This design comes from an exercise in tuning for a short achievable clock period and few clock cycles per item on the open sky130 flow, not from production work.
The RTL was checked by simulation tests, not by an equivalence proof against the original design.
The clock cells of runs 1 and 2 come from the design's own scripts or RTL, not from TritonCTS.
The flow treats the clock pin as an ideal source. Dropping or thinning the clock tree relies on that and would not hold on a real chip.
Power figures rest on the tool's default switching activity, not on a simulated workload.

$ cat flow/flow/run.sh
#!/bin/bash
# Layout flow: the standard ORFS flow, except that the clock tree that
# CTS builds is replaced by a few clock buffers, one level deep
# (see post_cts.tcl). Each tool's output goes to a log file of its own
# under orfs/logs (ORFS's own logs), and this script's output to flow.log.
set -euo pipefail
export POST_CTS_TCL="$PWD/flow/post_cts.tcl"
bash standard.sh finish > flow.log 2>&1 || { tail -50 flow.log; exit 1; }
tail -5 flow.log
$ cat flow/constraint.sdc
create_clock -name core_clock -period 5.0 [get_ports {clk}]
set_input_delay 1.0000 -clock core_clock [delete_from_list [all_inputs] [get_ports {clk}]]
set_output_delay 1.0000 -clock core_clock [all_outputs]
set_load 0.01 [all_outputs]
$ cat flow/design.v
module ksih_keydec (
    input  wire [7:0] addr,
    output reg  [4:0] data
);
    always @(*) begin
        case (addr)
            8'hE7: data = 5'h00;
            8'h77: data = 5'h01;
            8'h7B: data = 5'h02;
            8'h7D: data = 5'h03;
            8'hB7: data = 5'h04;
            8'hBB: data = 5'h05;
            8'hBD: data = 5'h06;
            8'hD7: data = 5'h07;
            8'hDB: data = 5'h08;
            8'hDD: data = 5'h09;
            8'h7E: data = 5'h0A;
            8'hBE: data = 5'h0B;
            8'hDE: data = 5'h0C;
            8'hEE: data = 5'h0D;
            8'hED: data = 5'h0E;
            8'hEB: data = 5'h0F;
            default: data = 5'h10;
        endcase
    end
endmodule
module ksih (
    input  wire        clk,
    input  wire        rst,           
    output wire [3:0]  col_o,         
    input  wire [3:0]  row_i,         
    output wire [4:0]  out_o,         
    output wire        out_we_o,      
    input  wire        edge_i,        
    output wire        irq_o,         
    input  wire        invoke_i,      
    output wire        ret_o,         
    output wire        busy_o,        
    input  wire        hcmd_valid_i,  
    input  wire [10:0] hcmd_i,        
    output wire [7:0]  hrdata_o       
);
    localparam [3:0] PAT0 = 4'b1110, PAT1 = 4'b1101, PAT2 = 4'b1011,
                     PAT3 = 4'b0111;
    localparam [4:0] NOKEY_OUT = 5'h10;
    function [15:0] codes(input [3:0] c);
        case (c)
            PAT0:    codes = 16'hABCD;
            PAT1:    codes = 16'h369E;
            PAT2:    codes = 16'h258F;
            PAT3:    codes = 16'h1470;
            default: codes = 16'h0000;
        endcase
    endfunction
    reg [3:0] col_q;
    reg [4:0] out_q;
    reg       ier_q;
    reg       isr_q;
    reg       irq_q;       
    reg       busy_q;
    reg       early_q;
    reg [3:0] pre_row_q;
    reg [3:0] pre_col_q;
    reg       first_q;     
    reg       me_q;
    reg [4:0] mres_q;
    reg [7:0] hrdata_q;
    reg       out_we_q;
    reg       ret_q;
    reg       busy_oq;
    reg [3:0] col_oq;
    wire [4:0] pre_res;
    ksih_keydec u_keydec (
        .addr ({pre_row_q, pre_col_q}),
        .data (pre_res)
    );
    wire        pre_hit  = (pre_row_q == 4'b1110) || (pre_row_q == 4'b1101) ||
                           (pre_row_q == 4'b1011) || (pre_row_q == 4'b0111);
    wire        pre_ok   = !pre_res[4] || (pre_col_q == PAT3);
    wire        is_pat0  = (col_q == PAT0);
    wire        last     = (col_q == PAT3);
    wire [3:0]  rot      = {col_q[2:0], col_q[3]};
    wire [3:0]  miss_col = last ? col_q : rot;
    wire        miss_end = first_q ? ((pre_col_q == PAT1) && pre_hit) : me_q;
    wire [4:0]  miss_res = first_q ? pre_res : mres_q;
    wire        nlast    = (miss_col == PAT3);
    wire        nend_pre = pre_ok && ({miss_col[2:0], miss_col[3]} == pre_col_q);
    wire        me_d     = nlast || nend_pre;
    wire [4:0]  mres_d   = nend_pre ? pre_res : NOKEY_OUT;
    wire        first_d  = !busy_q;
    wire [15:0] cur_cr   = codes(col_q);
    wire [3:0]  col_d, col_od, pre_row_d, pre_col_d;
    wire [4:0]  out_d;
    wire [7:0]  hrdata_d;
    wire ier_d, isr_d, irq_d, busy_d, busy_od, early_d, out_we_d, ret_d;
    wire        s_scan = busy_q && !early_q;    
    wire        s_hold = busy_q && early_q;     
    wire        s_idle = !busy_q;
    wire [15:0] crg    = cur_cr & {16{s_scan}};
    wire [4:0]  mresg  = miss_res & {5{s_scan}};
    wire [4:0]  outh   = out_q & {5{s_hold}};
    wire [3:0]  cola   = col_q & {4{s_scan}};
    wire [3:0]  colb   = miss_col & {4{s_scan}};
    wire [3:0]  colh   = col_q & {4{s_hold}};
    wire        cont   = s_scan && !miss_end;   
    wire        endm   = s_scan && miss_end;    
    ksih_next_col u_col (
        .rst (rst), .row_i (row_i), .edge_i (edge_i), .isr_q (isr_q),
        .invoke_i (invoke_i), .hcmd_valid_i (hcmd_valid_i), .hcmd_i (hcmd_i),
        .s_idle (s_idle), .col_q (col_q), .is_pat0 (is_pat0),
        .cola (cola), .colb (colb), .colh (colh), .col_d (col_d)
    );
    ksih_next_col u_col_o (
        .rst (rst), .row_i (row_i), .edge_i (edge_i), .isr_q (isr_q),
        .invoke_i (invoke_i), .hcmd_valid_i (hcmd_valid_i), .hcmd_i (hcmd_i),
        .s_idle (s_idle), .col_q (col_q), .is_pat0 (is_pat0),
        .cola (cola), .colb (colb), .colh (colh), .col_d (col_od)
    );
    ksih_next_out u_out (
        .row_i (row_i), .invoke_i (invoke_i), .hcmd_valid_i (hcmd_valid_i),
        .hcmd_i (hcmd_i), .s_idle (s_idle), .out_q (out_q), .crg (crg),
        .mresg (mresg), .outh (outh), .out_d (out_d)
    );
    ksih_next_busy u_busy (
        .rst (rst), .row_i (row_i), .invoke_i (invoke_i), .s_idle (s_idle),
        .cont (cont), .busy_d (busy_d)
    );
    ksih_next_busy u_busy_o (
        .rst (rst), .row_i (row_i), .invoke_i (invoke_i), .s_idle (s_idle),
        .cont (cont), .busy_d (busy_od)
    );
    ksih_next_ret u_ret (
        .rst (rst), .row_i (row_i), .edge_i (edge_i), .isr_q (isr_q),
        .invoke_i (invoke_i), .hcmd_valid_i (hcmd_valid_i), .hcmd_i (hcmd_i),
        .s_idle (s_idle), .s_scan (s_scan), .s_hold (s_hold), .endm (endm),
        .early_q (early_q), .ret_d (ret_d), .out_we_d (out_we_d),
        .early_d (early_d)
    );
    ksih_next_per u_per (
        .rst (rst), .row_i (row_i), .edge_i (edge_i), .invoke_i (invoke_i),
        .hcmd_valid_i (hcmd_valid_i), .hcmd_i (hcmd_i), .busy_q (busy_q),
        .col_q (col_q), .ier_q (ier_q), .isr_q (isr_q), .hrdata_q (hrdata_q),
        .pre_row_q (pre_row_q), .pre_col_q (pre_col_q), .ier_d (ier_d),
        .isr_d (isr_d), .irq_d (irq_d), .hrdata_d (hrdata_d),
        .pre_row_d (pre_row_d), .pre_col_d (pre_col_d)
    );
    always @(posedge clk) begin
        col_q     <= col_d;
        out_q     <= out_d;
        ier_q     <= ier_d;
        isr_q     <= isr_d;
        irq_q     <= irq_d;
        busy_q    <= busy_d;
        early_q   <= early_d;
        pre_row_q <= pre_row_d;
        pre_col_q <= pre_col_d;
        first_q   <= first_d;
        me_q      <= me_d;
        mres_q    <= mres_d;
        hrdata_q  <= hrdata_d;
        out_we_q  <= out_we_d;
        ret_q     <= ret_d;
        busy_oq   <= busy_od;
        col_oq    <= col_od;
    end
    assign col_o    = col_oq;
    assign out_o    = out_q;
    assign out_we_o = out_we_q;
    assign irq_o    = irq_q;
    assign ret_o    = ret_q;
    assign busy_o   = busy_oq;
    assign hrdata_o = hrdata_q;
endmodule
module ksih_next_col (
    input  wire        rst,
    input  wire [3:0]  row_i,
    input  wire        edge_i,
    input  wire        isr_q,
    input  wire        invoke_i,
    input  wire        hcmd_valid_i,
    input  wire [10:0] hcmd_i,
    input  wire        s_idle,
    input  wire [3:0]  col_q,
    input  wire        is_pat0,
    input  wire [3:0]  cola,       
    input  wire [3:0]  colb,       
    input  wire [3:0]  colh,       
    output wire [3:0]  col_d
);
    wire [3:0] m   = {row_i == 4'b0111, row_i == 4'b1011,
                      row_i == 4'b1101, row_i == 4'b1110};
    wire       hit = |m;
    wire       full = isr_q | edge_i;
    wire       to1  = is_pat0 && !hit;
    wire [3:0] st   = {2'b11, !to1, to1};
    wire [3:0] idle = invoke_i ? (full ? st : col_q)
                    : (hcmd_valid_i && hcmd_i[10:8] == 3'd0) ? hcmd_i[3:0]    
                    : col_q;
    assign col_d = {4{rst}} | ({4{hit}} & cola) | ({4{!hit}} & colb) | colh |
                   ({4{s_idle}} & idle);
endmodule
module ksih_next_out (
    input  wire [3:0]  row_i,
    input  wire        invoke_i,
    input  wire        hcmd_valid_i,
    input  wire [10:0] hcmd_i,
    input  wire        s_idle,
    input  wire [4:0]  out_q,
    input  wire [15:0] crg,        
    input  wire [4:0]  mresg,      
    input  wire [4:0]  outh,       
    output wire [4:0]  out_d
);
    wire [3:0] m   = {row_i == 4'b0111, row_i == 4'b1011,
                      row_i == 4'b1101, row_i == 4'b1110};
    wire       hit = |m;
    wire [3:0] code = ({4{m[0]}} & crg[3:0])  | ({4{m[1]}} & crg[7:4]) |
                      ({4{m[2]}} & crg[11:8]) | ({4{m[3]}} & crg[15:12]);
    wire       wr   = !invoke_i && hcmd_valid_i && hcmd_i[10:8] == 3'd2;   
    wire [4:0] idle = wr ? hcmd_i[4:0] : out_q;
    assign out_d = {1'b0, code} | ({5{!hit}} & mresg) | outh |
                   ({5{s_idle}} & idle);
endmodule
module ksih_next_busy (
    input  wire        rst,
    input  wire [3:0]  row_i,
    input  wire        invoke_i,
    input  wire        s_idle,
    input  wire        cont,       
    output wire        busy_d
);
    wire [3:0] m   = {row_i == 4'b0111, row_i == 4'b1011,
                      row_i == 4'b1101, row_i == 4'b1110};
    wire       hit = |m;
    assign busy_d = !rst && ((cont && !hit) || (s_idle && invoke_i));
endmodule
module ksih_next_ret (
    input  wire        rst,
    input  wire [3:0]  row_i,
    input  wire        edge_i,
    input  wire        isr_q,
    input  wire        invoke_i,
    input  wire        hcmd_valid_i,
    input  wire [10:0] hcmd_i,
    input  wire        s_idle,
    input  wire        s_scan,
    input  wire        s_hold,
    input  wire        endm,       
    input  wire        early_q,
    output wire        ret_d,
    output wire        out_we_d,
    output wire        early_d
);
    wire [3:0] m   = {row_i == 4'b0111, row_i == 4'b1011,
                      row_i == 4'b1101, row_i == 4'b1110};
    wire       hit = |m;
    wire       wr  = !invoke_i && hcmd_valid_i && hcmd_i[10:8] == 3'd2;   
    assign ret_d    = !rst && (s_hold || endm || (s_scan && hit));
    assign out_we_d = !rst && (endm || (s_scan && hit) || (s_idle && wr));
    assign early_d  = s_idle ? !(isr_q | edge_i) : early_q;
endmodule
module ksih_next_per (
    input  wire        rst,
    input  wire [3:0]  row_i,
    input  wire        edge_i,
    input  wire        invoke_i,
    input  wire        hcmd_valid_i,
    input  wire [10:0] hcmd_i,
    input  wire        busy_q,
    input  wire [3:0]  col_q,
    input  wire        ier_q,
    input  wire        isr_q,
    input  wire [7:0]  hrdata_q,
    input  wire [3:0]  pre_row_q,
    input  wire [3:0]  pre_col_q,
    output reg         ier_d,
    output reg         isr_d,
    output wire        irq_d,
    output reg  [7:0]  hrdata_d,
    output wire [3:0]  pre_row_d,
    output wire [3:0]  pre_col_d
);
    localparam [2:0] OP_RDCMB = 3'd1, OP_ISTAT = 3'd3, OP_IDIS = 3'd4,
                     OP_ICLR  = 3'd5, OP_IEN   = 3'd6;
    wire [2:0] op  = hcmd_i[10:8];
    wire       a0  = hcmd_i[0];
    wire       full = isr_q | edge_i;
    assign pre_row_d = busy_q ? pre_row_q : row_i;
    assign pre_col_d = busy_q ? pre_col_q : col_q;
    assign irq_d     = ier_d & isr_d;
    always @(*) begin
        ier_d    = ier_q;
        isr_d    = isr_q | edge_i;
        hrdata_d = hrdata_q;
        if (busy_q) ;
        else if (invoke_i) begin
            ier_d = full;
            isr_d = 1'b0;
        end else if (hcmd_valid_i) begin
            case (op)
                OP_RDCMB: hrdata_d = {row_i, col_q};
                OP_ISTAT: hrdata_d = {7'b0, isr_q};
                OP_IDIS:  if (a0) ier_d = 1'b0;
                OP_ICLR:  if (a0) isr_d = edge_i;
                OP_IEN:   if (a0) ier_d = 1'b1;
                default:  ;
            endcase
        end
        if (rst) begin
            ier_d    = 1'b0;
            isr_d    = 1'b0;
            hrdata_d = 8'h00;
        end
    end
endmodule
$ cat flow/flow/post_cts.tcl
# Replace the clock tree by a few clkbuf_16 that the clock port drives,
# each driving the clock pins of a group of nearby registers.
set block [ord::get_db_block]
set db [ord::get_db]
set clk_net [[$block findBTerm clk] getNet]
set old_insts {}
set old_nets {}
foreach inst [$block getInsts] {
  set n [$inst getName]
  if {[string match "clkbuf_*" $n] || [string match "clkload*" $n]} {
    lappend old_insts $inst
    foreach it [$inst getITerms] {
      set net [$it getNet]
      if {$net != "NULL" && $net != $clk_net && [lsearch $old_nets $net] < 0} {
        lappend old_nets $net
      }
    }
  }
}
# clock pins of the registers
set sinks {}
set sx 0
set sy 0
foreach inst [$block getInsts] {
  if {[[$inst getMaster] isSequential]} {
    set it [$inst findITerm CLK]
    if {$it != "NULL"} {
      lappend sinks $it
      set box [$inst getBBox]
      incr sx [expr {([$box xMin] + [$box xMax]) / 2}]
      incr sy [expr {([$box yMin] + [$box yMax]) / 2}]
    }
  }
}
puts "post_cts: [llength $old_insts] clock tree cells removed, [llength $sinks] register clock pins"
foreach it $sinks { $it disconnect }
foreach inst $old_insts { odb::dbInst_destroy $inst }
foreach net $old_nets { if {[llength [$net getITerms]] == 0} { odb::dbNet_destroy $net } }
# Split the registers into groups by position, one clkbuf_16 each, so that
# each buffer drives few enough clock pins to keep their slew low.
set nbuf 3
set items {}
foreach it $sinks {
  set box [[$it getInst] getBBox]
  lappend items [list [expr {([$box xMin] + [$box xMax]) / 2}] [expr {([$box yMin] + [$box yMax]) / 2}] $it]
}
set items [lsort -integer -index 0 $items]
set n [llength $items]
for {set k 0} {$k < $nbuf} {incr k} {
  set lo [expr {$k * $n / $nbuf}]
  set hi [expr {($k + 1) * $n / $nbuf - 1}]
  set grp [lrange $items $lo $hi]
  set root_net [odb::dbNet_create $block clknet_root_$k]
  $root_net setSigType CLOCK
  set buf [odb::dbInst_create $block [$db findMaster sky130_fd_sc_hd__clkbuf_16] clkbuf_root_$k]
  [$buf findITerm A] connect $clk_net
  [$buf findITerm X] connect $root_net
  set gx 0
  set gy 0
  foreach e $grp {
    [lindex $e 2] connect $root_net
    incr gx [lindex $e 0]
    incr gy [lindex $e 1]
  }
  set m [llength $grp]
  $buf setLocation [expr {$gx / $m}] [expr {$gy / $m}]
  $buf setPlacementStatus PLACED
}
detailed_placement
check_placement -verbose
estimate_parasitics -placement
report_clock_latency
repair_timing_helper
detailed_placement
check_placement -verbose
estimate_parasitics -placement
report_clock_latency
report_worst_slack -max
report_worst_slack -min
$ cat flow/standard.sh
#!/bin/bash
# synth_recipe.tcl (not shown) runs the flow's synth.tcl, then flattens the netlist and writes it again
# the make line also repeats each setting of config.mk as NAME=value (left out here)
make -C /OpenROAD-flow-scripts/flow DESIGN_CONFIG=/design/flow/config.mk WORK_HOME=/design/flow/orfs CLKGATE_MAP_FILE= SYNTH_SCRIPT=/design/flow/synth_recipe.tcl "${@:-finish}"
$ cat flow/config.mk
export PLATFORM = sky130hd
export DESIGN_NAME = ksih
export DESIGN_NICKNAME = ksih
export VERILOG_FILES = /design/flow/design.v
export SDC_FILE = /design/flow/constraint.sdc
export NUM_CORES = 4
export LEC_CHECK = 0
export ABC_AREA = 1
export CAP_MARGIN = 20
export CORE_MARGIN = 2
export CORE_UTILIZATION = 40
export SETUP_SLACK_MARGIN = 3.5
export SLEW_MARGIN = 20
export SYNTH_HIERARCHICAL = 1
export SYNTH_MINIMUM_KEEP_SIZE = 0
==> summary.txt, run 1 <==
Worst setup path
  – WP data required: 5000 ps
  – Crit-path max FO: 8
  – Crit start category: input pin
  – Critical path class: in2reg
  – Worst setup EP type: flip-flop
  – Worst EP arrival: 1830 ps

Routing
  – DRT antenna net count: 0
  – Max Used Layer: met4
  – Drt wl/cell: 14.0 um
  – Via-to-Cell Ratio: 5.08
  – DR DRC count: 0
  – WL met2: 5410 um
  – Final wirelength: 10,900 um
  – Vias: 3,955
  – Drt pass-1 iters: 4
  – Starting DRC count in detailed routing: 143
  – DR WL met3: 537 um
  – Metal-1 WL: 4700 um

GRT
  – Total grt overflow: 0
  – Number of global-route vias before repair: 3,543
  – Initial antenna violation count: 0
  – First-pass GRT wire length: 17,200 um
  – Total track usage: 23.9%
  – Pin count of the biggest net entering global routing: 23

Placement
  – GPL Wtd Cong: 0.858
  – Post-DP HPWL: 6790 um
  – Port Buffers: 37
  – Cell Area, Placed: 4050 um^2

Clocking
  – Latest clock arrival within the worst-skew pair: 140 ps
  – CTS Sinks: 44
  – Reg clk slew, reported paths: 70 ps

Timing
  – Slew Viols, Final: 0
  – Final setup fails: 0
  – Clock Skew: 6.78 ps
  – RSZ-0062 raised after global routing: true
  – Setup TNS: 0 ps
  – Tcrit/Tclk final: 36.7%
  – Final hold vios: 0
  – Max Freq: 0.545 GHz
  – Worst slew pin tran: 511 ps
  – Slew HR: 65.9%
  – Post-route minimum period: 1840 ps

Layout
  – Layout area overhead: 62.2%
  – Share of layout cells above drive strength 1: 49.3%
  – Final nets: 696
  – Antenna cells: 0
  – Most frequent cells in the layout: nand2_1, inv_1, nand2_2, nor2_1, buf_4
  – Leading cell type in the layout, fill and taps excluded: nand2_1
  – Design area: 5470 um^2

Synth
  – Seq cells post-synth: 44
  – Most common flop cell mapped by yosys: dfxtp_1
  – Post-synthesis sequential area ratio: 26.1%
  – Synthesized area: 3370 um^2
  – Async S/R FF share, synth: 0%
  – Unique masters post-synth: 33
  – Syn_nets: 603
  – Post-synth EDFFs: 0
  – Syn_area_per_cell: 5.78 um^2
  – Yosys warning count: 9
  – Cells after Synth: 583

Power
  – Max IR drop VDD: 0.225 mV
  – Clock network fraction of design power: 18.1%
  – Switching part of the total: 36.5%
  – NetSw: 0.418 mW
  – Comb pwr share: 43.0%
  – Sequential share of power: 38.9%
  – PD cells: 209 nW/um^2
  – Internal Pwr Total: 0.728 mW
  – LEAKAGE: 2.74 nW

Outcome
  – Status: timing/DRC/antenna clean

Floorplan
  – Row Count: 33
  – I/O pin total: 41
  – Core Region: 8180 um^2
  – Die H: 95.8 um
  – Die W: 95.8 um
  – Initial Utilization: 41.2%
  – Die area: 9180 um^2

Worst hold path
  – Worst hold path type: reg2reg

Flow run
  – Max Cap Violations: 0
[modules after synthesis, one instance, submodules excluded, excerpt]
module	cell area [um^2]	cells	copies in the design	flops+latches
ksih	1400	152	1	44
ksih_next_per	399	85	1	0
ksih_next_col	312	66	2	0
ksih_keydec	294	68	1	0
ksih_next_ret	119	27	1	0
ksih_next_busy	60.1	14	2	0
[path summary, 6_finish.rpt]
| kind | from | to | slack [ps] | cells past startpoint |
|---|---|---|---|---|
| worst min register to register | hrdata_q[1] | hrdata_q[1] | 470 | 2 |
| worst max register to register | pre_col_q[0] | out_q[4] | 3430 | 11 |
| worst max-delay path | hcmd_i[8] | hrdata_q[0] | 3160 | 8 |
| worst min-delay path | hrdata_q[1] | hrdata_q[1] | 470 | 2 |
[layout make-up]
type	count	area, um^2
inverter	108	520
fill	703	2710
tap	105	131
sequential	44	946
buffer	3	75.1
multi-input combinational	427	2680
timing repair buffer	92	1110
[flip-flops by register name, summed over array words and instances, names as in the netlist]
| signal | cells |
|---|---|
| hrdata_q | 8 |
| mres_q | 5 |
| out_q | 5 |
| col_oq | 4 |
| col_q | 4 |
| pre_col_q | 4 |
| pre_row_q | 4 |
| busy_oq | 1 |
| busy_q | 1 |
| early_q | 1 |
| first_q | 1 |
| ier_q | 1 |
| irq_q | 1 |
| isr_q | 1 |
| me_q | 1 |
| out_we_q | 1 |
| ret_q | 1 |
[synthesized netlist by cell type, types with 2 or more instances]
master / count / area (um^2)
nand3b_1: 7 / 52.6
nor2_2: 21 / 131
dfxtp_1: 44 / 881
inv_2: 14 / 52.6
nor2_1: 52 / 195
inv_1: 94 / 353
or2_0: 2 / 12.5
xor2_1: 2 / 17.5
nor2_4: 5 / 56.3
o21ai_1: 4 / 20.0
nand2_4: 4 / 45.0
nor3_1: 4 / 20.0
o21ai_0: 11 / 55.1
nand2_2: 17 / 106
nand3_2: 3 / 30.0
nand2_1: 193 / 724
a31oi_1: 3 / 18.8
a21oi_1: 28 / 140
nand4_1: 15 / 93.8
o21bai_1: 5 / 37.5
nand3_1: 43 / 215
[power groups by stage]
stage               logic [mW]  clock network [mW]  registers (mW)
finish                   0.492               0.207           0.446
global route             0.538               0.226           0.452
detailed placement       0.339                   0           0.446
global placement         0.333                   0           0.445
floorplan                0.218                   0           0.440
[per-layer routing]
layer / vias up / GRT usage (%)
met5: - / 0
met1: 1853 / 30.7
li1: 2002 / -
met3: 20 / 4.93
met2: 80 / 41.0
met4: 0 / 5.71
[stage by stage]
| stage | power, mW | util, % | instances | hold WS, ps | setup slack (ps) |
|---|---|---|---|---|---|
| 5_1_grt | 1.22 | 66.9 | 779 | 492 | 3120 |
| 3_5_place_dp | 0.785 | 49.5 | 721 | 459 | 1890 |
| 6_report | 1.15 | 66.9 | 779 | 473 | 3160 |
| 3_3_place_gp | 0.778 | 49.5 | 721 | 451 | 1930 |
| 2_1_floorplan | 0.658 | - | 583 | 480 | 3340 |
[kinds of logic after synthesis]
kind of cell	count (synthesis)	share of synthesized area, %
simple gates	370	51.7
buf+inv	112	12.7
compound gates	53	8.50
flops	44	26.1
xor+xnor	2	0.520
mux	1	0.334
other cells	1	0.111
[worst max-delay path: stages]
cell and delay, ps:
buf_12 100, buf_8 100, inv_8 30, nor2_4 140, buf_6 120, nand3_4 140
nor2_1 130, nor3_1 60
Testbench counts, summed over its fixed seeds: cycles 10,537, runs 3,200.
==> inputs of run 2 (changes only) <==
--- a/flow/config.mk
+++ b/flow/config.mk
@@ -6,5 +6,5 @@
 export NUM_CORES = 4
 export LEC_CHECK = 0
-export ABC_AREA = 1
+export ABC_AREA = 0
 export CAP_MARGIN = 20
 export CORE_MARGIN = 2
==> run 2 against run 1 <==
  * Still clean on timing, DRC and antenna
  * Core utilization shrank 3.7 points
  * Global-route usage is 2.3 points higher
  * Clock skew increased by 2.2 ps
  * Routed wire length increased by 7.7%
  * Via count shrank 11%
  * Power up 7.9%
  * Register-to-register slack lost 380 ps
  * Hold slack gained 7.6 ps
  * Cell count shrank 24%
  * Sequential power rose by 7.4%
==> summary.txt, run 2 <==
Synth
  – Post-synthesis simple-gate area fraction: 30.5% (was 51.7%)
  – Post-synth EDFFs: 0 (unchanged)
  – Synth area leaders: dfxtp_1, mux2i_1, mux2_2 (was dfxtp_1, nand2_1, inv_1)
  – Yosys warning count: 9 (unchanged)
  – Synth top area share: 26.2% (was 26.1%)
  – Async S/R FF share, synth: 0% (unchanged)
  – Adder-cell share of the synthesized area: 0% (unchanged)
  – Count leader, synth: dfxtp_1 (was nand2_1)
  – Seq cells post-synth: 44 (unchanged)
  – Largest family of logic cells by synthesized area: simple AND/OR/NAND/NOR gates (unchanged)
  – Unique masters post-synth: 74 (was 33)
  – Synthesized area: 3360 um^2 (was 3370 um^2)
  – Commonest cells post-synth: dfxtp_1, nand2_1, nor2_1, mux2i_1, a21oi_1 (was nand2_1, inv_1, nor2_1, dfxtp_1, nand3_1)
  – Syn_nets: 414 (was 603)
  – Cells after Synth: 394 (was 583)
  – Post-synthesis compound-gate area fraction: 19.4% (was 8.50%)
  – Most common flop cell mapped by yosys: dfxtp_1 (unchanged)
  – Yosys top cell by area: dfxtp_1 (unchanged)
  – Post-synthesis sequential area ratio: 26.2% (was 26.1%)
  – Xor and xnor area share after synthesis: 6.25% (was 0.519%)
  – Syn_area_per_cell: 8.53 um^2 (was 5.78 um^2)
  – Mux cell area share after synthesis: 11.2% (was 0.334%)

Timing
  – RSZ-0062 raised after global routing: true (unchanged)
  – Setup TNS: 0 ps (unchanged)
  – Post-route minimum period: 2190 ps (was 1840 ps)
  – Final setup fails: 0 (unchanged)
  – Max Freq: 0.457 GHz (was 0.545 GHz)
  – Final hold vios: 0 (unchanged)
  – Worst hold slack: 480 ps (was 473 ps)
  – Slew Viols, Final: 0 (unchanged)
  – Clock Skew: 8.93 ps (was 6.78 ps)
  – Tcrit/Tclk final: 43.7% (was 36.7%)

Clocking
  – Latest clock arrival within the worst-skew pair: 140 ps (about the same)
  – Reg clk slew, reported paths: 70 ps (about the same)
  – CTS Sinks: 44 (unchanged)

Worst setup path
  – WP data required: 5020 ps (was 5000 ps)
  – Worst EP arrival: 2200 ps (was 1830 ps)
  – Crit-path max FO: 5 (was 8)
  – Worst setup EP type: flip-flop (unchanged)
  – Critical path class: in2reg (unchanged)
  – Crit start category: input pin (unchanged)

GRT
  – Pin count of the biggest net entering global routing: 26 (was 23)
  – First-pass GRT wire length: 18,500 um (was 17,200 um)
  – Total grt overflow: 0 (unchanged)
  – Number of global-route vias before repair: 3,480 (was 3,543)
  – Initial antenna violation count: 0 (unchanged)
  – Total track usage: 26.2% (was 23.9%)

Floorplan
  – I/O pin total: 41 (unchanged)
  – Die W: 95.7 um (was 95.8 um)
  – Die area: 9150 um^2 (was 9180 um^2)
  – Row Count: 33 (unchanged)
  – Core Region: 8180 um^2 (unchanged)
  – Die H: 95.7 um (was 95.8 um)
  – Initial Utilization: 41.1% (was 41.2%)

Routing
  – DR DRC count: 0 (unchanged)
  – Drt wl/cell: 19.8 um (was 14.0 um)
  – Final wirelength: 11,700 um (was 10,900 um)
  – Drt pass-1 iters: 7 (was 4)
  – Starting DRC count in detailed routing: 254 (was 143)
  – Vias: 3,536 (was 3,955)
  – DRT antenna net count: 0 (unchanged)
  – Via-to-Cell Ratio: 5.97 (was 5.08)

Layout
  – Layout area overhead: 53.7% (was 62.2%)
  – Share of layout cells above drive strength 1: 45.8% (was 49.3%)
  – Leading cell type in the layout, fill and taps excluded: buf_4 (was nand2_1)
  – Final nets: 509 (was 696)
  – Final Instance Count excl. Fillers: 592 (was 779)
  – Antenna cells: 0 (unchanged)
  – Top reg by flops: hrdata_q (unchanged)
  – Fillers: 645 (was 703)
  – Post-layout util: 63.2% (was 66.9%)
  – Most frequent cells in the layout: buf_4, buf_6, nand2_1, nor2_1, dfxtp_2 (was nand2_1, inv_1, nand2_2, nor2_1, buf_4)
  – Max FFs per register: 8 (unchanged)
  – Largest registers: hrdata_q x8, mres_q x5, out_q x5 (unchanged)

Power
  – LEAKAGE: 2.10 nW (was 2.74 nW)
  – PD cells: 239 nW/um^2 (was 209 nW/um^2)
  – Max IR drop VDD: 0.156 mV (was 0.225 mV)
  – Power Total: 1.24 mW (was 1.15 mW)

Placement
  – Inst Count DP: 517 (was 721)
  – GPL Wtd Cong: 0.809 (was 0.858)
  – Port Buffers: 37 (unchanged)
  – Post-DP HPWL: 6110 um (was 6790 um)

Worst hold path
  – Worst hold path type: reg2reg (unchanged)

Flow run
  – Max Cap Violations: 0 (unchanged)

Outcome
  – Status: timing/DRC/antenna clean (unchanged)
==> run 2: modules after synthesis, one instance, submodules excluded <==
| module | flops+latches | cell area [um^2] | copies in the design | cells |
|---|---|---|---|---|
| ksih | 44 | 1470 | 1 | 135 |
| ksih_keydec | 0 | 408 | 1 | 59 |
| ksih_next_busy | 0 | 51.3 | 2 | 8 |
| ksih_next_col | 0 | 287 | 2 | 37 |
| ksih_next_out | 0 | 313 | 1 | 42 |
| ksih_next_per | 0 | 404 | 1 | 55 |
| ksih_next_ret | 0 | 96.3 | 1 | 13 |
==> run 2: final timing paths <==
kind	slack, ps	cells past startpoint	start	to
max	2810	6	hcmd_i[8]	col_oq[1]
min reg2reg	480	2	hrdata_q[3]	hrdata_q[3]
max reg2reg	3050	8	pre_col_q[0]	out_q[1]
min	480	2	hrdata_q[3]	hrdata_q[3]
==> run 2: area by class of cell <==
| class | count | area, um^2 | share of cell area [%] |
|---|---|---|---|
| sequential | 44 | 933 | 18.1 |
| inverter | 15 | 63.8 | 1.23 |
| multi-input combinational | 314 | 2660 | 51.4 |
| timing repair inverter | 1 | 7.51 | 0.145 |
| timing repair buffer | 110 | 1300 | 25.2 |
| tap | 105 | 131 | 2.54 |
| buffer | 3 | 75.1 | 1.45 |
==> run 2: kinds of logic after synthesis <==
| group | after synthesis |
|---|---|
| XOR/XNOR | 24 |
| buffers and inverters | 37 |
| AND/OR/NAND/NOR | 164 |
| AO/OA/AOI/OAI | 89 |
| other | 1 |
| multiplexers | 35 |
| flip-flops | 44 |
==> run 2: worst max-delay path, stage by stage <==
cell and delay (ps):
buf_12 110, nor4b_4 270, buf_4 190, mux2_4 300, o211ai_1 200, o211ai_1 130
==> run 2: stage by stage <==
step	setup slack, ps	area (um^2)
6_report	2810	5170
2_1_floorplan	2890	3510
3_5_place_dp	1670	3870
3_3_place_gp	1700	3870
5_1_grt	2780	5170
==> run 2: routing by layer <==
layer / vias to the layer above / share of wire (%) / track usage [%]
met2: 104 / 49 / 44.9
met5: - / 0 / 0
met4: 0 / 2.7 / 7.38
met3: 28 / 4.7 / 4.27
met1: 1745 / 43 / 33.7
li1: 1659 / - / -
==> run 2: report_power, final <==
part	internal, mW	total (mW)	leakage [nW]	switching [mW]
Clock	0.108	0.211	0.0370	0.103
Combinational	0.301	0.546	1.70	0.245
Sequential	0.401	0.479	0.367	0.0779
==> inputs of run 3 (changes only) <==
==> flow/run.sh (new file) <==
#!/bin/bash
# synth_recipe.tcl (not shown) runs the flow's synth.tcl, then flattens the netlist and writes it again
# the make line also repeats each setting of config.mk as NAME=value (left out here)
make -C /OpenROAD-flow-scripts/flow DESIGN_CONFIG=/design/flow/config.mk WORK_HOME=/design/flow/orfs CLKGATE_MAP_FILE= SYNTH_SCRIPT=/design/flow/synth_recipe.tcl finish
removed: flow/flow/run.sh
removed: flow/flow/post_cts.tcl
removed: flow/standard.sh
==> run 3 against run 2 <==
  * Flip-flop and latch count unchanged
  * Final area is 0.29% higher
  * Hold slack got worse by 6.1 ps
  * Fmax grew 12%
  * Critical path type is now reg2reg
  * Still clean
  * Highest routed layer unchanged
  * Critical endpoint is now mres_q[4]
  * Critical path depth is 1 higher
  * Largest power group unchanged
==> summary.txt, run 3 <==
Outcome
  – Status: timing/DRC/antenna clean (unchanged)

Floorplan
  – Core Region: 8180 um^2 (unchanged)
  – Die H: 95.7 um (unchanged)
  – Initial Utilization: 41.1% (unchanged)
  – Row Count: 33 (unchanged)
  – Die area: 9150 um^2 (unchanged)
  – Die W: 95.7 um (unchanged)
  – I/O pin total: 41 (unchanged)

Placement
  – Placement Setup Slack: 1670 ps (unchanged)
  – GPL Wtd Cong: 0.809 (unchanged)
  – Port Buffers: 37 (unchanged)
  – Post-DP HPWL: 6110 um (unchanged)
  – Inst Count DP: 517 (unchanged)

Worst setup path
  – R2R Path Start: pre_col_q[2] (was pre_col_q[0])
  – Crit-path max FO: 7 (was 5)
  – Critical path class: reg2reg (was in2reg)
  – Flop2flop setup slack: 3040 ps (was 3050 ps)
  – Worst setup EP type: flip-flop (unchanged)
  – Crit start category: flip-flop (was input pin)
  – WP data required: 5170 ps (was 5020 ps)
  – R2R depth: 7 (was 8)
  – Worst EP arrival: 2130 ps (was 2200 ps)
  – R2r endpoint: mres_q[4] (was out_q[1])

Synth
  – Commonest cells post-synth: dfxtp_1, nand2_1, nor2_1, mux2i_1, a21oi_1 (unchanged)
  – Syn_area_per_cell: 8.53 um^2 (unchanged)
  – Unique masters post-synth: 74 (unchanged)
  – Synthesized area: 3360 um^2 (unchanged)
  – Yosys warning count: 9 (unchanged)
  – Count leader, synth: dfxtp_1 (unchanged)
  – Yosys top cell by area: dfxtp_1 (unchanged)
  – Synth area leaders: dfxtp_1, mux2i_1, mux2_2 (unchanged)
  – Synth top area share: 26.2% (unchanged)
  – Most common flop cell mapped by yosys: dfxtp_1 (unchanged)
  – Post-synth EDFFs: 0 (unchanged)
  – Seq cells post-synth: 44 (unchanged)
  – Async S/R FF share, synth: 0% (unchanged)
  – Cells after Synth: 394 (unchanged)
  – Syn_nets: 414 (unchanged)
  – Post-synthesis sequential area ratio: 26.2% (unchanged)

Timing
  – Clock Skew: 8.42 ps (was 8.93 ps)
  – RSZ-0062 raised after global routing: true (unchanged)
  – Setup TNS: 0 ps (unchanged)
  – Worst slew pin tran: 588 ps
  – Slew HR: 60.6%
  – Final hold vios: 0 (unchanged)
  – Post-route minimum period: 1960 ps (was 2190 ps)
  – Worst setup margin: 3040 ps (was 2810 ps)
  – Tcrit/Tclk final: 39.1% (was 43.7%)
  – Worst hold slack: 474 ps (was 480 ps)
  – Slew Viols, Final: 0 (unchanged)
  – Final setup fails: 0 (unchanged)
  – Max Freq: 0.511 GHz (was 0.457 GHz)

GRT
  – Total grt overflow: 0 (unchanged)
  – Initial antenna violation count: 0 (unchanged)
  – Number of global-route vias before repair: 3,401 (was 3,480)
  – Total track usage: 25.2% (was 26.2%)
  – First-pass GRT wire length: 17,700 um (was 18,500 um)
  – Pin count of the biggest net entering global routing: 26 (unchanged)

Layout
  – Layout area overhead: 54.1% (was 53.7%)
  – Largest registers: hrdata_q x8, mres_q x5, out_q x5 (unchanged)
  – Top reg by flops: hrdata_q (unchanged)
  – Antenna cells: 0 (unchanged)
  – Fillers: 638 (was 645)
  – Most frequent cells in the layout: buf_4, buf_6, nand2_1, nor2_1, dfxtp_2 (unchanged)
  – Leading cell type in the layout, fill and taps excluded: buf_4 (unchanged)
  – Final Instance Count excl. Fillers: 592 (unchanged)
  – Share of layout cells above drive strength 1: 47.0% (was 45.8%)
  – Footprint of the multi-input gates: 2670 um^2 (was 2660 um^2)
  – Final nets: 507 (was 509)
  – Register area: 942 um^2 (was 933 um^2)
  – Max FFs per register: 8 (unchanged)

Routing
  – Final wirelength: 11,500 um (was 11,700 um)
  – DRT antenna net count: 0 (unchanged)
  – Starting DRC count in detailed routing: 254 (unchanged)
  – Drt wl/cell: 19.5 um (was 19.8 um)
  – Drt pass-1 iters: 5 (was 7)
  – Via-to-Cell Ratio: 5.93 (was 5.97)
  – Vias: 3,511 (was 3,536)
  – DR DRC count: 0 (unchanged)

Worst hold path
  – Worst Min Path Start: hrdata_q[1] (was hrdata_q[3])
  – Worst hold path stage count: 2 (unchanged)
  – Worst hold path type: reg2reg (unchanged)
  – Hold Path Sink: hrdata_q[1] (was hrdata_q[3])

Clocking
  – Reg clk slew, reported paths: 90 ps (was 70 ps)
  – Maximum buffer depth of the clock tree: 2
  – Num CTS Buffers: 5
  – CTS Sinks: 44 (unchanged)
  – Latest clock arrival within the worst-skew pair: 310 ps (was 140 ps)
  – Root buffer selected by CTS: clkbuf_8
  – CTS tree: done
  – CTS H-tree lvls: 2

Power
  – PD cells: 242 nW/um^2 (was 239 nW/um^2)
  – Max IR drop VDD: 0.148 mV (was 0.156 mV)
  – LEAKAGE: 2.08 nW (was 2.10 nW)
  – Power Total: 1.25 mW (was 1.24 mW)

Flow run
  – Max Cap Violations: 0 (unchanged)
-- run 3: metrics by stage --
| step | utilization [%] | cell area [um^2] |
|---|---|---|
| global route | 63.4 | 5180 |
| CTS | 58.9 | 4820 |
| floorplan | - | 3510 |
| detailed placement | 47.4 | 3870 |
| finish | 63.4 | 5180 |
| global placement | 47.4 | 3870 |
-- run 3: worst max path at each step --
| stage | startpoint | to | slack, ps | depth (start not counted) |
|---|---|---|---|---|
| floorplan | hcmd_i[10] | out_q[4] | 2890 | 4 |
| global placement | row_i[1] | out_q[4] | 1700 | 4 |
| CTS | hcmd_i[8] | col_oq[1] | 3040 | 6 |
| finish | pre_col_q[2] | mres_q[4] | 3040 | 7 |
| detailed placement | row_i[1] | out_q[4] | 1670 | 4 |
| global route | pre_col_q[2] | out_q[4] | 2930 | 8 |
-- run 3: layout make-up --
| class | count | area share, % |
|---|---|---|
| clock buffers | 6 | 1.40 |
| clock inverters | 1 | 0.0966 |
| inverters | 15 | 1.23 |
| multi-input cells | 314 | 51.4 |
| flip-flops and latches | 44 | 18.2 |
| well taps | 105 | 2.54 |
| repair buffers | 106 | 25.0 |
| repair inverters | 1 | 0.0966 |
-- run 3: cell families after synthesis --
kind of cell / count (synthesis) / synth area share (%)
other cells: 1 / 0.112
xor+xnor: 24 / 6.25
buf+inv: 37 / 6.33
mux: 35 / 11.2
compound gates: 89 / 19.4
flops: 44 / 26.2
simple gates: 164 / 30.5
-- run 3: per-module statistics from Yosys (local to each module, per instance) --
module	cells inside	cell area, um^2	flops+latches	copies in the design
ksih	135	1470	44	1
ksih_keydec	59	408	0	1
ksih_next_per	55	404	0	1
ksih_next_out	42	313	0	1
ksih_next_col	37	287	0	2
ksih_next_ret	13	96.3	0	1
ksih_next_busy	8	51.3	0	2
-- run 3: timing repair --
action	in CTS	in global routing
gates resized for setup	266	49
endpoints found under the setup margin	60	56
buffers inserted	45	12
pin swaps	52	37
hold buffers	0	0
cloned	8	3
-- run 3: routing by layer --
| metal | global-route usage (%) | vias up | wire length, um | share of wire [%] |
|---|---|---|---|---|
| met5 | 0 | - | 0 | 0 |
| met4 | 9.17 | 0 | 284 | 2.5 |
| met3 | 3.64 | 27 | 630 | 5.5 |
| met2 | 41.6 | 124 | 5620 | 49 |
| met1 | 33.2 | 1702 | 5010 | 43 |
| li1 | - | 1658 | - | - |
-- run 3: worst max-delay path: stages (launching register included) --
cell      delay, ps
dfxtp_4         440
xor2_4          200
a21oi_4          90
o31ai_2         240
nand2_1         100
and4_4          190
o21bai_1        150
or4_1           410
-- run 3: where the power goes --
part | total, mW | leakage (nW) | switching (mW) | internal, mW
combinational | 0.551 | 1.67 | 0.247 | 0.305
sequential | 0.478 | 0.368 | 0.0773 | 0.401
clock | 0.225 | 0.0410 | 0.130 | 0.0954
==> inputs of run 4 (changes only) <==
--- a/flow/config.mk
+++ b/flow/config.mk
@@ -6,5 +6,5 @@
 export NUM_CORES = 4
 export LEC_CHECK = 0
-export ABC_AREA = 0
+export ABC_AREA = 1
 export CAP_MARGIN = 20
 export CORE_MARGIN = 2
==> run 4 against run 3 <==
  * Still clean on timing, DRC and antenna
  * Core utilization grew 3.3 points
  * Non-clock buffer count fell by 15
  * First-iteration DRC count down 17%
  * Clock power rose by 28%
  * Routed wire length down 6.0%
  * Synthesized area up 0.30%
  * Worst setup slack better by 190 ps
  * Largest cell class unchanged
  * Highest routed layer unchanged
==> summary.txt, run 4 <==
Worst setup path
  – Critical path class: reg2out (was reg2reg)
  – Worst setup EP type: output port (was flip-flop)
  – Slowest stage cell, crit path: dfxtp_2 (was dfxtp_4)
  – R2R depth: 12 (was 7)
  – Buf/Inv on CP: 1 (was 0)
  – Crit path from: ret_q (was pre_col_q[2])
  – Worst EP arrival: 770 ps (was 2130 ps)
  – Worst path max stage delay: 330 ps (was 440 ps)
  – Crit path depth: 1 (was 7)
  – Cell family with the largest share of critical-path delay: flip-flops (was simple AND/OR/NAND/NOR gates)
  – WP data required: 4000 ps (was 5170 ps)
  – Flop2flop setup slack: 3530 ps (was 3040 ps)
  – Crit-path max FO: 1 (was 7)
  – R2R Path Start: pre_col_q[2] (unchanged)
  – R2r endpoint: out_q[4] (was mres_q[4])
  – Cells along the critical path: buf_2 (was xor2_4 > a21oi_4 > o31ai_2 > nand2_1 > and4_4 > o21bai_1 > or4_1)
  – Crit start category: flip-flop (unchanged)

Clocking
  – Num CTS Buffers: 5 (unchanged)
  – CTS H-tree lvls: 2 (unchanged)
  – CTS tree: done (unchanged)
  – CTS Sinks: 44 (unchanged)
  – Maximum buffer depth of the clock tree: 2 (unchanged)
  – Latest clock arrival within the worst-skew pair: 310 ps (about the same)
  – Reg clk slew, reported paths: 90 ps (about the same)
  – Root buffer selected by CTS: clkbuf_8 (unchanged)

GRT
  – First-pass GRT wire length: 16,600 um (was 17,700 um)
  – Total grt overflow: 0 (unchanged)
  – Total track usage: 23.4% (was 25.2%)
  – Number of global-route vias before repair: 3,437 (was 3,401)
  – Pin count of the biggest net entering global routing: 23 (was 26)
  – Initial antenna violation count: 0 (unchanged)

Power
  – PD cells: 226 nW/um^2 (was 242 nW/um^2)
  – LEAKAGE: 2.74 nW (was 2.08 nW)
  – Switching part of the total: 37.3% (was 36.2%)
  – Sequential share of power: 36.2% (was 38.1%)
  – Clock network fraction of design power: 23.4% (was 17.9%)
  – Max IR drop VDD: 0.114 mV (was 0.148 mV)
  – NetSw: 0.458 mW (was 0.454 mW)
  – Comb pwr share: 40.3% (was 44.0%)
  – Internal Pwr Total: 0.772 mW (was 0.801 mW)

Floorplan
  – Core Region: 8180 um^2 (unchanged)
  – Die W: 95.8 um (was 95.7 um)
  – I/O pin total: 41 (unchanged)
  – Initial Utilization: 41.2% (was 41.1%)
  – Die H: 95.8 um (was 95.7 um)
  – Die area: 9180 um^2 (was 9150 um^2)
  – Row Count: 33 (unchanged)

Layout
  – Share of layout cells above drive strength 1: 48.8% (was 47.0%)
  – Layout area overhead: 61.7% (was 54.1%)
  – Top reg by flops: hrdata_q (unchanged)
  – Largest registers: hrdata_q x8, mres_q x5, out_q x5 (unchanged)
  – Fillers: 698 (was 638)
  – Final nets: 697 (was 507)
  – Most frequent cells in the layout: nand2_1, inv_1, nand2_2, nor2_1, buf_4 (was buf_4, buf_6, nand2_1, nor2_1, dfxtp_2)
  – Max FFs per register: 8 (unchanged)
  – Leading cell type in the layout, fill and taps excluded: nand2_1 (was buf_4)
  – Antenna cells: 0 (unchanged)

Worst hold path
  – Worst Min Path Start: hrdata_q[2] (was hrdata_q[1])
  – Hold Path Sink: hrdata_q[2] (was hrdata_q[1])
  – Worst hold path type: reg2reg (unchanged)
  – Worst hold path stage count: 2 (unchanged)

Synth
  – Seq cells post-synth: 44 (unchanged)
  – Yosys warning count: 9 (unchanged)
  – Cells after Synth: 583 (was 394)
  – Count leader, synth: nand2_1 (was dfxtp_1)
  – Unique masters post-synth: 33 (was 74)
  – Syn_area_per_cell: 5.78 um^2 (was 8.53 um^2)
  – Syn_nets: 603 (was 414)
  – Post-synth EDFFs: 0 (unchanged)
  – Synth top area share: 26.1% (was 26.2%)
  – Most common flop cell mapped by yosys: dfxtp_1 (unchanged)
  – Yosys top cell by area: dfxtp_1 (unchanged)
  – Async S/R FF share, synth: 0% (unchanged)
  – Commonest cells post-synth: nand2_1, inv_1, nor2_1, dfxtp_1, nand3_1 (was dfxtp_1, nand2_1, nor2_1, mux2i_1, a21oi_1)
  – Synth area leaders: dfxtp_1, nand2_1, inv_1 (was dfxtp_1, mux2i_1, mux2_2)
  – Synthesized area: 3370 um^2 (was 3360 um^2)
  – Post-synthesis sequential area ratio: 26.1% (was 26.2%)

Timing
  – Final hold vios: 0 (unchanged)
  – Worst slew pin tran: 503 ps (was 588 ps)
  – Slew HR: 66.4% (was 60.6%)
  – Final setup fails: 0 (unchanged)
  – Tcrit/Tclk final: 35.4% (was 39.1%)
  – RSZ-0062 raised after global routing: true (unchanged)
  – Worst setup margin: 3230 ps (was 3040 ps)
  – Worst hold slack: 468 ps (was 474 ps)
  – Max Freq: 0.565 GHz (was 0.511 GHz)
  – Setup TNS: 0 ps (unchanged)
  – Clock Skew: 2.89 ps (was 8.42 ps)
  – Post-route minimum period: 1770 ps (was 1960 ps)
  – Slew Viols, Final: 0 (unchanged)

Routing
  – DR DRC count: 0 (unchanged)
  – Starting DRC count in detailed routing: 211 (was 254)
  – Vias: 3,968 (was 3,511)
  – Final wirelength: 10,800 um (was 11,500 um)
  – Drt pass-1 iters: 5 (unchanged)
  – Drt wl/cell: 13.8 um (was 19.5 um)
  – Via-to-Cell Ratio: 5.07 (was 5.93)
  – DRT antenna net count: 0 (unchanged)

Flow run
  – Max Cap Violations: 0 (unchanged)

Outcome
  – Status: timing/DRC/antenna clean (unchanged)

Placement
  – Placement Setup Slack: 1890 ps (was 1670 ps)
  – GPL Wtd Cong: 0.858 (was 0.809)
  – Port Buffers: 37 (unchanged)
  – Post-DP HPWL: 6790 um (was 6110 um)
## run 4: what timing repair did
action,4_1_cts,5_1_grt
hold buffers,0,0
cloned,5,0
buffers inserted,28,21
hold endpoints to repair,0,0
endpoints found under the setup margin,60,53
pin swaps,59,76
gates resized for setup,298,120
## run 4: kinds of logic (layout without fill, tap and decap cells)
group / Yosys count / in the layout / synth area share, %
AOI/OAI and AO/OA: 53 / 53 / 8.50
xor gates and xnor gates: 2 / 2 / 0.520
buffers and inverters: 112 / 207 / 12.7
DFF: 44 / 44 / 26.1
muxes: 1 / 1 / 0.334
other: 1 / 1 / 0.111
and+or+nand+nor: 370 / 370 / 51.7
## run 4: layout make-up
cell class / instances / area [um^2] / share of cell area (%)
Clock buffer: 5 / 68.8 / 1.26
Timing Repair Buffer: 91 / 1080 / 19.8
Multi-Input combinational cell: 427 / 2660 / 48.8
Clock inverter: 3 / 46.3 / 0.849
Inverter: 108 / 515 / 9.45
Sequential cell: 44 / 953 / 17.5
Tap cell: 105 / 131 / 2.41
## run 4: worst max-delay path by stage
stage	end	slack, ps
global route	hrdata_o[4]	3200
detailed placement	out_q[4]	1890
global placement	col_oq[1]	1930
finish	ret_o	3230
floorplan	col_oq[1]	3340
CTS	out_o[4]	3240
## run 4: layer usage
metal / routed length, um / track usage (%) / vias to the layer above
li1: - / - / 2011
met5: 0 / 0 / -
met4: 221 / 5.71 / 0
met3: 497 / 3.52 / 19
met1: 4810 / 31.4 / 1851
met2: 5320 / 39.3 / 87
## run 4: power by group through the flow
stage	clock, mW	sequential, mW	combinational, mW
2_1_floorplan	0	0.440	0.218
3_3_place_gp	0	0.445	0.333
3_5_place_dp	0	0.446	0.339
4_1_cts	0.292	0.445	0.425
5_1_grt	0.309	0.453	0.542
6_report	0.288	0.446	0.496
## run 4: Yosys stat by module (local to each module, per instance)
module,copies in the design,cells inside
ksih_next_busy,2,14
ksih_next_col,2,66
ksih_keydec,1,68
ksih_next_ret,1,27
ksih,1,152
ksih_next_out,1,91
ksih_next_per,1,85
## run 4: through the flow
stage	total power, mW	instance area (um^2)	util, %	cells
6_report	1.23	5450	66.7	783
5_1_grt	1.30	5450	66.7	783
4_1_cts	1.16	4920	60.2	762
3_5_place_dp	0.785	4050	49.5	721
3_3_place_gp	0.778	4050	49.5	721
2_1_floorplan	0.658	3570	-	583

## afterwards: timing with drivers on the ports
In the flow no input, the clock included, has a driving cell. The finished layouts below were timed again as built, in two steps. Step 1 sets driving cells, clkbuf_16 on the clock port and buf_2 on the other inputs (assumed; they add their load-dependent delay and slew). Step 2 times the ports against the registers' clock, not the clock port: input delays grow and output delays shrink by t, the midpoint of the rising clock arrivals with the driver on. Three values: no drivers, after step 1, after step 2; two values: the first two.
run	t (ns)	setup WS [ns]	worst setup path after step 2
run 1	0.200	3.164 / 3.110 / 2.910	input to register
run 2	0.204	2.814 / 2.821 / 2.618	input to register
run 3	0.337	3.043 / 2.958 / 2.621	input to register
run 4	0.339	3.229 / 3.196 / 2.927	input to register
After both steps every run listed still meets setup and hold. For run 3, which loses most, drivers alone change the setup slack by -0.085 ns; drivers and shift together by -0.422 ns.
